Context: an optimization exercise on an open-source flow, tuned for small area, a short achievable clock period and few clock cycles. The choices shown serve that exercise and are no tape-out recipe. Function was checked by simulation only, so behaviour that the tests miss may differ from the original. The clock port is modelled as an ideal driver; clocking choices that lean on that would not hold on a real chip. Power is estimated from default activity; no workload was simulated.

Design rx_framer, start of the top module:
module rx_framer (
    input  wire        clk,
    input  wire        rst,             
    input  wire        poll_valid,
    output reg         poll_ready,
    input  wire        poll_has_byte,   
    input  wire [7:0]  poll_byte,
    input  wire [31:0] poll_now,        
    output reg         resp_valid,
    output reg         resp_inact,      
    output reg         resp_frame_ok,   
    output reg         resp_crc_err,    
    output reg         fo_valid,
    output reg  [7:0]  fo_data
);
clock: 10.0 ns
lec_check: 0
cap_margin: 20
core_margin: 2
core_utilization: 50
cts_cluster_diameter: 150
cts_cluster_size: 25
setup_slack_margin: 5
slew_margin: 20
standard.sh (not shown) runs the stock make flow with config.mk's settings and CLKGATE_MAP_FILE= SYNTH_SCRIPT=/design/flow/synth_recipe.tcl, a recipe that flattens the netlist after the stock synthesis.
==> flow/flow/run.sh <==
#!/bin/bash
# The standard layout (standard synthesis, floorplan, placement, CTS,
# routing) with three changes:
#  - timing repair is asked for a setup margin of MARGIN ns at the design's
#    own clock;
#  - the port buffers that placement inserts on every input and output are
#    buf_2 cells;
#  - before CTS, each register driving an output port's buffer is moved next
#    to that buffer (flow/move_outs.tcl, run as ORFS's PRE_CTS_TCL hook).
set -uo pipefail
MARGIN=${MARGIN:-7.0}
bash standard.sh SETUP_SLACK_MARGIN=$MARGIN \
    "BUFFER_PORTS_ARGS=-buffer_cell sky130_fd_sc_hd__buf_2" \
    "PRE_CTS_TCL=$PWD/flow/move_outs.tcl" \
    finish > standard_flow.log 2>&1
==> flow/flow/move_outs.tcl <==
# Sourced by ORFS's cts.tcl (PRE_CTS_TCL) right after it loads the placed
# design: each register that drives an output port's buffer is moved next to
# that buffer, and the placement is legalized again.
set block [ord::get_db_block]
set moved 0
foreach bt [$block getBTerms] {
  if {[$bt getIoType] != "OUTPUT"} { continue }
  set net [$bt getNet]
  if {$net == "NULL"} { continue }
  set drv ""
  foreach it [$net getITerms] { if {[$it isOutputSignal]} { set drv $it } }
  if {$drv == ""} { continue }
  set buf [$drv getInst]
  set in ""
  foreach it [$buf getITerms] { if {[$it isInputSignal]} { set in $it } }
  if {$in == ""} { continue }
  set n2 [$in getNet]
  set src ""
  foreach it [$n2 getITerms] { if {[$it isOutputSignal]} { set src $it } }
  if {$src == ""} { continue }
  set ff [$src getInst]
  if {![string match "*__df*" [[$ff getMaster] getName]]} { continue }
  set loc [$buf getLocation]
  $ff setLocation [lindex $loc 0] [lindex $loc 1]
  $ff setPlacementStatus PLACED
  incr moved
}
puts "move_outs: moved $moved output registers next to their port buffers"
detailed_placement
check_placement -verbose
The starting point finished with timing, DRC and antenna clean.
Testbench counts at the start, summed over its fixed seeds: cycles 13,352.
==> next run, changes <==
CORE_UTILIZATION = 55   (was 50)
PLACE_DENSITY = 0.65   (was default)
Outcome: Cell area hardly moves. Sequential power barely changes. Routed wire length falls by 3.9%. Cell count falls by 3.5%. Critical path depth stays the same.
==> next run, changes <==
--- a/flow/flow/run.sh
+++ b/flow/flow/run.sh
@@ -11 +11 @@
-MARGIN=${MARGIN:-7.0}
+MARGIN=${MARGIN:-6.8}
CORE_UTILIZATION = 50   (was 55)
PLACE_DENSITY = default   (was 0.65)
Result: Wire length went up by a few percent; worst setup slack got worse by 0.036 ns; register-to-register slack degrades by 0.12 ns; clock power grows by a few percent; global-route usage falls by 1.1 points; area after synthesis stays the same; sequential cell count stays the same.

* * *

Another version of the RTL of rx_framer (not shown whole).
For scale: about 1900 cells after synthesis, about 1100 flip-flops, ~38000 um^2 of cells after synthesis.
==> flow/config.mk <==
export PLATFORM = sky130hd
export DESIGN_NAME = rx_framer
export DESIGN_NICKNAME = rx_framer
export VERILOG_FILES = /design/flow/design.v
export SDC_FILE = /design/flow/constraint.sdc
export NUM_CORES = 4
export LEC_CHECK = 0
export CAP_MARGIN = 20
export CORE_MARGIN = 2
export CORE_UTILIZATION = 50
export CTS_CLUSTER_DIAMETER = 150
export CTS_CLUSTER_SIZE = 25
export SETUP_SLACK_MARGIN = 5
export SLEW_MARGIN = 20
==> flow/constraint.sdc <==
create_clock -name core_clock -period 10.0 [get_ports {clk}]
set_input_delay 2.0000 -clock core_clock [delete_from_list [all_inputs] [get_ports {clk}]]
set_output_delay 2.0000 -clock core_clock [all_outputs]
set_load 0.01 [all_outputs]
==> flow/flow/run.sh <==
#!/bin/bash
# The standard layout (standard synthesis, floorplan, placement, CTS,
# routing) with two changes: timing repair is asked for a setup margin of
# MARGIN ns at the design's own clock, and the port buffers that placement
# inserts on every input and output are buf_2 cells.
set -uo pipefail
MARGIN=${MARGIN:-7.0}
bash standard.sh SETUP_SLACK_MARGIN=$MARGIN \
    "BUFFER_PORTS_ARGS=-buffer_cell sky130_fd_sc_hd__buf_2" \
    finish > standard_flow.log 2>&1
Testbench counts at the start, summed over its fixed seeds: cycles 13,352.
Change:
--- a/flow/flow/run.sh
+++ b/flow/flow/run.sh
@@ -5,5 +5,5 @@
 # inserts on every input and output are buf_2 cells.
 set -uo pipefail
-MARGIN=${MARGIN:-7.0}
+MARGIN=${MARGIN:-7.3}
 bash standard.sh SETUP_SLACK_MARGIN=$MARGIN \
     "BUFFER_PORTS_ARGS=-buffer_cell sky130_fd_sc_hd__buf_2" \
After rerunning: The new run produced a clean layout. Area after synthesis stays the same. Global-route usage is higher by 0.22 points. Non-clock buffer count went down by 2. Die area is unchanged. Power barely changes. Clock-buffer cell count grows by 9. Routed wire length went down by 0.61%. Combinational power climbs by about 5%. Cell area rises by 0.36%. Flip-flop and latch count stays the same.
Change:
--- a/flow/flow/run.sh
+++ b/flow/flow/run.sh
@@ -5,5 +5,5 @@
 # inserts on every input and output are buf_2 cells.
 set -uo pipefail
-MARGIN=${MARGIN:-7.3}
+MARGIN=${MARGIN:-6.7}
 bash standard.sh SETUP_SLACK_MARGIN=$MARGIN \
     "BUFFER_PORTS_ARGS=-buffer_cell sky130_fd_sc_hd__buf_2" \
The changed run produced a clean layout.
Critical path depth does not change.
Clock-buffer cell count fell by 9.
Worst setup slack loses 0.057 ns.
Design area drops by about 0.9%.
Clock skew is higher by 0.0045 ns.
Routed wire length went down by 0.79%.
Clock power hardly moves.
Combinational power shrinks by 9.8%.

==> what the ideal ports hide <==
The flow's constraints put no driver on any port. The routed layouts listed below were extracted and timed again, unchanged, in two steps.
Step 1: set_driving_cell puts a clkbuf_16 on clk and a buf_2 on each other input, an assumption about the parent block.
Step 2, shift: input delay + t, output delay - t, t = (earliest + latest rising clock arrival at the registers) / 2. This alone moves slack from input paths to output paths.
a / b / c = no drivers / after step 1 / after step 2; a / b = the first two.
run	t (ns)	slack for setup (ns)	worst setup path at the end	slew at the worst register clock pin (ns)
the first run of note 1	0.680	6.930 / 6.865 / 6.492	input to register	0.11 / 0.11
the second run of note 1	0.670	6.930 / 6.868 / 6.501	input to register	0.11 / 0.11
the third run of note 1	0.673	6.894 / 6.832 / 6.358	input to register	0.10 / 0.10
the first run of note 2	0.683	6.839 / 6.779 / 6.359	input to register	0.11 / 0.11
the second run of note 2	0.674	6.871 / 6.805 / 6.280	input to register	0.11 / 0.11
the third run of note 2	0.686	6.814 / 6.753 / 6.283	input to register	0.11 / 0.11
After both steps setup and hold are still met in every run listed. The setup slack of the second run of note 2, which loses most, moves by -0.066 ns with the drivers and by -0.591 ns with both steps.
